Context: an optimization exercise on an open-source flow, tuned for small area. The choices shown serve that exercise and are no tape-out recipe. Only simulation tests tie the RTL to the original design; equivalence was not proved. Power and IR drop assume default switching activity.

Setup of run 1:
==> flow/design.v (excerpt) <==
module rs30x_cmd #(
    parameter MAX_PAYLOAD = 64
) (
    input  wire        clk,
    input  wire        rst,
    input  wire        dat_we,
    input  wire [5:0]  dat_idx,
    input  wire [7:0]  dat_wdata,
    input  wire        cmd_valid,
    input  wire [3:0]  cmd_op,
    input  wire [7:0]  cmd_id,
    input  wire [7:0]  cmd_addr,
    input  wire [7:0]  cmd_len,
    input  wire [15:0] cmd_arg,
    input  wire [15:0] cmd_time,
    output wire        busy,
    output wire        dir,
    output wire        tx_valid,
    output reg  [7:0]  tx_data,
    input  wire        tx_ready,
    input  wire        drained,
    input  wire        rx_valid,
    input  wire [7:0]  rx_data,
    output wire        rx_ready,
    input  wire        rx_timeout,
    output reg         err_cs,
    output reg         err_to,
    output reg         err_cmd,
    output wire [2:0]  lasterr_code,
    output wire [7:0]  lasterr_info,
    output reg         rd_valid,
    output reg  [7:0]  rd_id,
    output reg  [7:0]  rd_flags,
    output reg  [7:0]  rd_addr,
    output reg  [7:0]  rd_len,
    output reg  [7:0]  rd_count,
    input  wire [5:0]  rd_sel,
    output reg  [7:0]  rd_byte
);
clock: 10.0 ns
lec_check: 0
cap_margin: 20
core_margin: 2
core_utilization: 60
place_density: 0.7
slew_margin: 20
standard.sh (not shown) runs the stock make flow with config.mk's settings and CLKGATE_MAP_FILE= SYNTH_SCRIPT=/design/flow/synth_recipe.tcl, a recipe that flattens the netlist after the stock synthesis.
==> flow/flow/run.sh <==
#!/bin/bash
set -euo pipefail
export BUFFER_PORTS_ARGS="-buffer_cell sky130_fd_sc_hd__buf_1"
export CTS_ARGS="-sink_clustering_enable -repair_clock_nets -dont_use_dummy_load -sink_clustering_size 16 -sink_clustering_max_diameter 70 -root_buf sky130_fd_sc_hd__clkbuf_16 -buf_list {sky130_fd_sc_hd__clkbuf_8}"
bash standard.sh "${@:-finish}" > standard.log 2>&1
Run 1: full flow OK, the timing, DRC and antenna checks passed
Relative to run 1, the following input files were edited for run 2:
==> flow/flow/run.sh <==
#!/bin/bash
set -euo pipefail
P=sky130_fd_sc_hd__
bash standard.sh synth floorplan > standard_synth_floorplan.log 2>&1
big=""
for c in buf_4 buf_6 buf_8 buf_12 buf_16 bufbuf_8 bufbuf_16 \
         clkdlybuf4s15_1 clkdlybuf4s15_2 clkdlybuf4s18_1 clkdlybuf4s18_2 \
         clkdlybuf4s25_1 clkdlybuf4s25_2 clkdlybuf4s50_1 clkdlybuf4s50_2 \
         dlygate4sd1_1 dlygate4sd2_1 dlygate4sd3_1 \
         dlymetal6s2s_1 dlymetal6s4s_1 dlymetal6s6s_1 \
         clkbuf_4 clkbuf_8 clkbuf_16; do
  big="$big $P$c"
done
# the do- targets run each step in this make, which keeps DONT_USE_CELLS from the
# environment (the platform's list is added to it)
DONT_USE_CELLS="${big# }" BUFFER_PORTS_ARGS="-buffer_cell ${P}buf_1" \
  bash standard.sh do-3_1_place_gp_skip_io do-3_2_place_iop do-3_3_place_gp \
  do-3_4_place_resized do-3_5_place_dp do-3_place do-3_place.sdc > standard_place.log 2>&1
export CTS_ARGS="-sink_clustering_enable -repair_clock_nets -dont_use_dummy_load -sink_clustering_size 16 -sink_clustering_max_diameter 70 -root_buf ${P}clkbuf_16 -buf_list {${P}clkbuf_8}"
bash standard.sh "${@:-finish}" > standard_finish.log 2>&1
Run 2 vs run 1: worst setup slack up in run 2. Compared with run 1, run 2 shows a lower instance area at placement. Run 2 went all the way through the flow, and no timing, DRC or antenna check failed. Of run 2 and run 1, the lower count of inserted antenna diode cells belongs to run 1. Relative to run 1, via count of the first global-routing pass has gone up in run 2. Going from run 1 to run 2, slew at the pin with the worst max-slew slack went down; share of the cycle needed by the critical path after routing went down. Density: run 2 sparser than run 1. Measured against each other, run 2 and run 1 differ in layout-stage area growth over the synthesis result, the lower figure coming from run 2. On design internal power, run 2 and run 1 are neck and neck.
Here is what was changed in the inputs of run 3 compared with run 2.
Settings: CORE_UTILIZATION now 70, was 60; PLACE_DENSITY now 0.8, was 0.7.
[summary]
- Core util | run 3 vs run 2 | run 3 higher
- met2 track demand over resource was higher in the run labelled run 3.
- There was hardly any difference in combinational share of power between run 3 and run 2.
- In the metrics for run 2 and run 3, the one carrying the higher leakage component of the power is run 2.
- Comparing run 2 and run 3, pre-CTS setup slack is higher on run 2.
- Sequential share of layout area up 0.35 points in run 3 wrt run 2
- Cmp run 3 vs run 2: non-clock buffer instance count of the final layout lower in run 3


== main ==
The RTL this note starts from:
==> flow/design.v <==
module rs30x_cmd #(
    parameter MAX_PAYLOAD = 64
) (
    input  wire        clk,
    input  wire        rst,
    input  wire        dat_we,
    input  wire [5:0]  dat_idx,
    input  wire [7:0]  dat_wdata,
    input  wire        cmd_valid,
    input  wire [3:0]  cmd_op,
    input  wire [7:0]  cmd_id,
    input  wire [7:0]  cmd_addr,
    input  wire [7:0]  cmd_len,
    input  wire [15:0] cmd_arg,
    input  wire [15:0] cmd_time,
    output reg         busy,
    output reg         dir,
    output wire        tx_valid,
    output reg  [7:0]  tx_data,
    input  wire        tx_ready,
    input  wire        drained,
    input  wire        rx_valid,
    input  wire [7:0]  rx_data,
    output wire        rx_ready,
    input  wire        rx_timeout,
    output reg         err_cs,
    output reg         err_to,
    output reg         err_cmd,
    output wire [2:0]  lasterr_code,
    output wire [7:0]  lasterr_info,
    output reg         rd_valid,
    output reg  [7:0]  rd_id,
    output reg  [7:0]  rd_flags,
    output reg  [7:0]  rd_addr,
    output reg  [7:0]  rd_len,
    output reg  [7:0]  rd_count,
    input  wire [5:0]  rd_sel,
    output reg  [7:0]  rd_byte
);
    localparam OP_READ      = 4'd0;
    localparam OP_WRITE     = 4'd1;
    localparam OP_ROMCOMMIT = 4'd2;
    localparam OP_REBOOT    = 4'd3;
    localparam OP_FRESET    = 4'd4;
    localparam OP_SETID     = 4'd5;
    localparam OP_SETREV    = 4'd6;
    localparam OP_SETBAUD   = 4'd7;
    localparam OP_SETDELAY  = 4'd8;
    localparam OP_TORQUE    = 4'd9;
    localparam OP_MOVE      = 4'd10;
    localparam OP_RDSTAT    = 4'd11;
    localparam OP_RDANGLE   = 4'd12;
    localparam P_HUNT1 = 2'd0;
    localparam P_HUNT2 = 2'd1;
    localparam P_BODY  = 2'd2;
    localparam E_CS  = 2'd1;
    localparam E_TO  = 2'd2;
    localparam E_CMD = 2'd3;      
    reg [7:0]  dbuf  [0:MAX_PAYLOAD-1];    
    reg [7:0]  rdata [0:MAX_PAYLOAD-1];    
    reg [1:0]  ph;
    reg [6:0]  cnt;
    reg [7:0]  cs;
    reg [1:0]  info;
    reg [1:0]  code;       
    reg [3:0]  op;
    reg [7:0]  p0, p1, p2, p3;
    assign lasterr_info = {6'd0, info};
    assign lasterr_code = {code[1] & code[0], code[1] & ~code[0], code[0]};
    wire id_ok = ((cmd_id >= 8'd1) && (cmd_id <= 8'd127)) || (cmd_id == 8'd255);
    reg op_bad;
    always @(*) begin
        case (cmd_op)
            OP_READ, OP_WRITE: op_bad = (cmd_len > MAX_PAYLOAD);
            OP_SETID:          op_bad = (cmd_arg[7:0] == 8'd0) || cmd_arg[7];
            OP_SETREV:         op_bad = (cmd_arg[7:0] > 8'd1);
            OP_SETBAUD:        op_bad = (cmd_arg[7:0] > 8'd11);
            OP_SETDELAY:       op_bad = cmd_arg[7];
            OP_TORQUE:         op_bad = (cmd_arg[7:0] > 8'd1);
            OP_ROMCOMMIT, OP_REBOOT, OP_FRESET, OP_MOVE,
            OP_RDSTAT, OP_RDANGLE: op_bad = 1'b0;
            default:           op_bad = 1'b1;
        endcase
    end
    wire cmd_accept = cmd_valid && !busy && id_ok && !op_bad;
    wire cmd_rw     = (cmd_op[3:1] == 3'd0);
    wire cmd_read   = (cmd_op == OP_READ) || (cmd_op == OP_RDSTAT) || (cmd_op == OP_RDANGLE);
    wire is_rw    = (op[3:1] == 3'd0);
    wire is_write = (op == OP_WRITE);
    wire is_read  = (op == OP_READ) || (op == OP_RDSTAT) || (op == OP_RDANGLE);
    reg [7:0] f_flags, f_addr, f_len, f_count;
    reg [6:0] f_n;         
    always @(*) begin
        f_flags = 8'h00;
        f_addr  = p0;
        f_len   = p1;
        f_count = 8'h01;
        f_n     = 7'd0;
        case (op)
            OP_READ:      begin f_flags = 8'h0F; f_count = 8'h00; f_n = p1[6:0]; end
            OP_WRITE:     begin f_n = p1[6:0]; end
            OP_ROMCOMMIT: begin f_flags = 8'h40; f_addr = 8'hFF; f_len = 8'h00; f_count = 8'h00; end
            OP_REBOOT:    begin f_flags = 8'h20; f_addr = 8'hFF; f_len = 8'h00; f_count = 8'h00; end
            OP_FRESET:    begin f_flags = 8'h10; f_addr = 8'hFF; f_len = 8'hFF; f_count = 8'h00; end
            OP_SETID:     begin f_addr = 8'h04; f_len = 8'h01; f_n = 7'd1; end
            OP_SETREV:    begin f_addr = 8'h05; f_len = 8'h01; f_n = 7'd1; end
            OP_SETBAUD:   begin f_addr = 8'h06; f_len = 8'h01; f_n = 7'd1; end
            OP_SETDELAY:  begin f_addr = 8'h07; f_len = 8'h01; f_n = 7'd1; end
            OP_TORQUE:    begin f_addr = 8'h24; f_len = 8'h01; f_n = 7'd1; end
            OP_MOVE:      begin f_addr = 8'h1E; f_len = 8'h04; f_n = 7'd4; end
            OP_RDSTAT:    begin f_flags = 8'h0F; f_addr = 8'h04; f_len = 8'h04; f_count = 8'h00; f_n = 7'd4; end
            OP_RDANGLE:   begin f_flags = 8'h0F; f_addr = 8'h2A; f_len = 8'h02; f_count = 8'h00; f_n = 7'd2; end
            default:      ;
        endcase
    end
    wire at_end = (cnt == ((dir && is_read) ? 7'd0 : f_n));
    wire [5:0] widx = busy ? cnt[5:0] : dat_idx;
    wire [5:0] ridx = busy ? cnt[5:0] : rd_sel;
    wire [7:0] buf_q = dbuf[ridx];
    wire [7:0] rd_q  = rdata[ridx];
    always @(*) rd_byte = rd_q;
    wire sending = dir && (ph == 2'd0);
    assign tx_valid = busy && sending;
    assign rx_ready = busy && !dir;
    wire tx_fire = tx_valid && tx_ready;
    wire rx_fire = rx_ready && rx_valid;
    wire in_body = (ph == P_BODY);
    always @(*) begin
        if (cnt[6:3] == 4'hF) begin
            case (cnt[2:0])
                3'd1:    tx_data = 8'hFA;
                3'd2:    tx_data = 8'hAF;
                3'd3:    tx_data = cs;
                3'd4:    tx_data = f_flags;
                3'd5:    tx_data = f_addr;
                3'd6:    tx_data = f_len;
                default: tx_data = f_count;
            endcase
        end else if (at_end)
            tx_data = cs;
        else if (is_write)
            tx_data = buf_q;
        else begin
            case (cnt[1:0])
                2'd0:    tx_data = p0;
                2'd1:    tx_data = p1;
                2'd2:    tx_data = p2;
                default: tx_data = p3;
            endcase
        end
    end
    wire buf_we = dat_we && !busy && !cmd_valid;
    wire rd_we  = rx_fire && in_body && !cnt[6];
    genvar g;
    generate
        for (g = 0; g < MAX_PAYLOAD; g = g + 1) begin : g_mem
            always @(posedge clk) begin
                if (buf_we && widx == g)
                    dbuf[g] <= dat_wdata;
                if (rd_we && widx == g)
                    rdata[g] <= rx_data;
            end
        end
    endgenerate
    always @(posedge clk) begin
        if (!busy) begin
            op <= cmd_op;
            p0 <= cmd_rw ? cmd_addr : cmd_arg[7:0];
            p1 <= cmd_rw ? cmd_len  : cmd_arg[15:8];
            p2 <= cmd_time[7:0];
            p3 <= cmd_time[15:8];
        end
    end
    wire cs_hold = (cnt[6:2] == 5'h1E) && (cnt[1:0] != 2'd0);
    always @(posedge clk) begin
        if (!busy) begin
            cnt <= 7'h79;                  
            cs  <= cmd_id;                 
        end else if (tx_fire) begin
            cnt <= cnt + 7'd1;
            if (!cs_hold)
                cs <= cs ^ tx_data;
        end else if (rx_fire) begin
            if (in_body) begin
                cnt <= cnt + 7'd1;
                cs  <= cs ^ rx_data;
            end else begin
                cnt <= 7'h7B;              
                cs  <= 8'h00;
            end
        end
    end
    wire hdr_we = rx_fire && in_body && cnt[6];
    always @(posedge clk) begin
        if (hdr_we && cnt[2:0] == 3'd3) rd_id    <= rx_data;
        if (hdr_we && cnt[2:0] == 3'd4) rd_flags <= rx_data;
        if (hdr_we && cnt[2:0] == 3'd5) rd_addr  <= rx_data;
        if (hdr_we && cnt[2:0] == 3'd6) rd_len   <= rx_data;
        if (hdr_we && cnt[2:0] == 3'd7) rd_count <= rx_data;
    end
    always @(posedge clk) begin
        if (rst) begin
            busy         <= 1'b0;
            dir          <= 1'b0;
            ph           <= 2'd0;
            err_cs       <= 1'b0;
            err_to       <= 1'b0;
            err_cmd      <= 1'b0;
            code         <= 2'd0;
            info         <= 2'd0;
            rd_valid     <= 1'b0;
        end else begin
            if (cmd_valid) begin
                if (busy) begin
                    err_cmd <= 1'b1; code <= E_CMD; info <= 2'd1;
                end else if (!id_ok) begin
                    err_cmd <= 1'b1; code <= E_CMD; info <= 2'd2;
                end else if (op_bad) begin
                    err_cmd <= 1'b1; code <= E_CMD; info <= 2'd3;
                end
            end
            if (!busy) begin
                ph <= 2'd0;
                if (cmd_accept) begin
                    busy <= 1'b1;
                    dir  <= 1'b1;
                    if (cmd_read)
                        rd_valid <= 1'b0;
                end
            end else if (dir) begin
                if (ph == 2'd0) begin
                    if (tx_fire && at_end)
                        ph <= 2'd1;
                end else if (drained) begin
                    dir <= 1'b0;
                    ph  <= P_HUNT1;
                    if (!is_read)
                        busy <= 1'b0;
                end
            end else if (rx_fire) begin
                case (ph)
                    P_HUNT1: if (rx_data == 8'hFD) ph <= P_HUNT2;
                    P_HUNT2: begin
                        if (rx_data == 8'hDF)
                            ph <= P_BODY;
                        else if (rx_data != 8'hFD)
                            ph <= P_HUNT1;
                    end
                    default: begin
                        if (at_end) begin
                            if (cs == rx_data) begin
                                rd_valid <= 1'b1;
                                busy     <= 1'b0;
                            end else begin
                                err_cs       <= 1'b1;
                                code <= E_CS;
                                info         <= 2'd0;
                                ph           <= P_HUNT1;
                            end
                        end
                    end
                endcase
            end else if (rx_timeout) begin
                err_to       <= 1'b1;
                code <= E_TO;
                info         <= {1'b0, in_body};
                busy         <= 1'b0;
            end
        end
    end
endmodule
Settings: LEC_CHECK=0, CAP_MARGIN=20, CORE_MARGIN=2, CORE_UTILIZATION=60, PLACE_DENSITY=0.7, SLEW_MARGIN=20; clock period 10.0 ns.
==> flow/flow/run.sh <==
#!/bin/bash
set -euo pipefail
export BUFFER_PORTS_ARGS="-buffer_cell sky130_fd_sc_hd__buf_1"
export CTS_ARGS="-sink_clustering_enable -repair_clock_nets -dont_use_dummy_load -sink_clustering_size 16 -sink_clustering_max_diameter 70 -root_buf sky130_fd_sc_hd__clkbuf_16 -buf_list {sky130_fd_sc_hd__clkbuf_8}"
bash standard.sh "${@:-finish}" > standard.log 2>&1
The following lists how the feature branch was set up differently from main:
# main
export LEC_CHECK = 0
export CAP_MARGIN = 20
export CORE_MARGIN = 2
export CORE_UTILIZATION = 60
export PLACE_DENSITY = 0.7
export SLEW_MARGIN = 20
create_clock -name core_clock -period 10.0 [get_ports {clk}]
# the feature branch
export LEC_CHECK = 0
export CAP_MARGIN = 20
export CORE_MARGIN = 2
export CORE_UTILIZATION = 45
export CTS_BUF_LIST = sky130_fd_sc_hd__clkbuf_8
export CTS_CLUSTER_DIAMETER = 70
export CTS_CLUSTER_SIZE = 16
export PLACE_DENSITY = 0.55
export SLEW_MARGIN = 20
create_clock -name core_clock -period 10.0 [get_ports {clk}]
==> flow/run.sh (new file) <==
#!/bin/bash
# synth_recipe.tcl (not shown) runs the flow's synth.tcl, then flattens the netlist and writes it again
# the make line also repeats each setting of config.mk as NAME=value (left out here)
make -C /OpenROAD-flow-scripts/flow DESIGN_CONFIG=/design/flow/config.mk WORK_HOME=/design/flow/orfs CLKGATE_MAP_FILE= SYNTH_SCRIPT=/design/flow/synth_recipe.tcl finish
removed: flow/flow/run.sh
removed: flow/standard.sh
==> run notes <==
Comparing main against the feature branch, there is no change at all in CTS H-tree depth.
Cmp the feature branch and main / die outline width / higher: the feature branch
Against main, the feature branch comes in 5 higher on buffer count excluding the clock tree in the final layout.
The feature branch vs. main: overall die area increased 33%; worst path arrival time has increased.

-- port drivers added, routing unchanged --
Ports are ideal in the flow. The routed layouts listed here were re-timed in OpenROAD.
Step 1, drivers: a clkbuf_16 drives clk and a buf_2 each remaining input, both assumed.
Step 2 times the ports against the registers' clock, not the clock port: input delays grow and output delays shrink by t, the midpoint of the rising clock arrivals with the driver on.
Slacks: no drivers / after step 1 / after step 2; pairs: no drivers / after step 1.
run | shift t [ns] | setup WS [ns] | latest minus earliest clock arrival (ns) | worst data-port slew with drivers (ns)
run 1 | 0.699 | 1.094 / 1.026 / 1.470 | 0.073 / 0.072 | 0.10
run 2 | 0.699 | 1.558 / 1.481 / 1.537 | 0.068 / 0.068 | 0.08
run 3 | 0.710 | 1.285 / 1.259 / 1.259 | 0.049 / 0.050 | 0.23
main | 0.694 | 1.681 / 1.653 / 1.653 | 0.083 / 0.082 | 0.10
the feature branch | 0.854 | 0.710 / 0.685 / 0.685 | 0.080 / 0.080 | 0.11
After both steps every run listed still meets setup and hold. For main, which loses most, drivers alone change the setup slack by -0.028 ns; drivers and shift together by -0.028 ns.
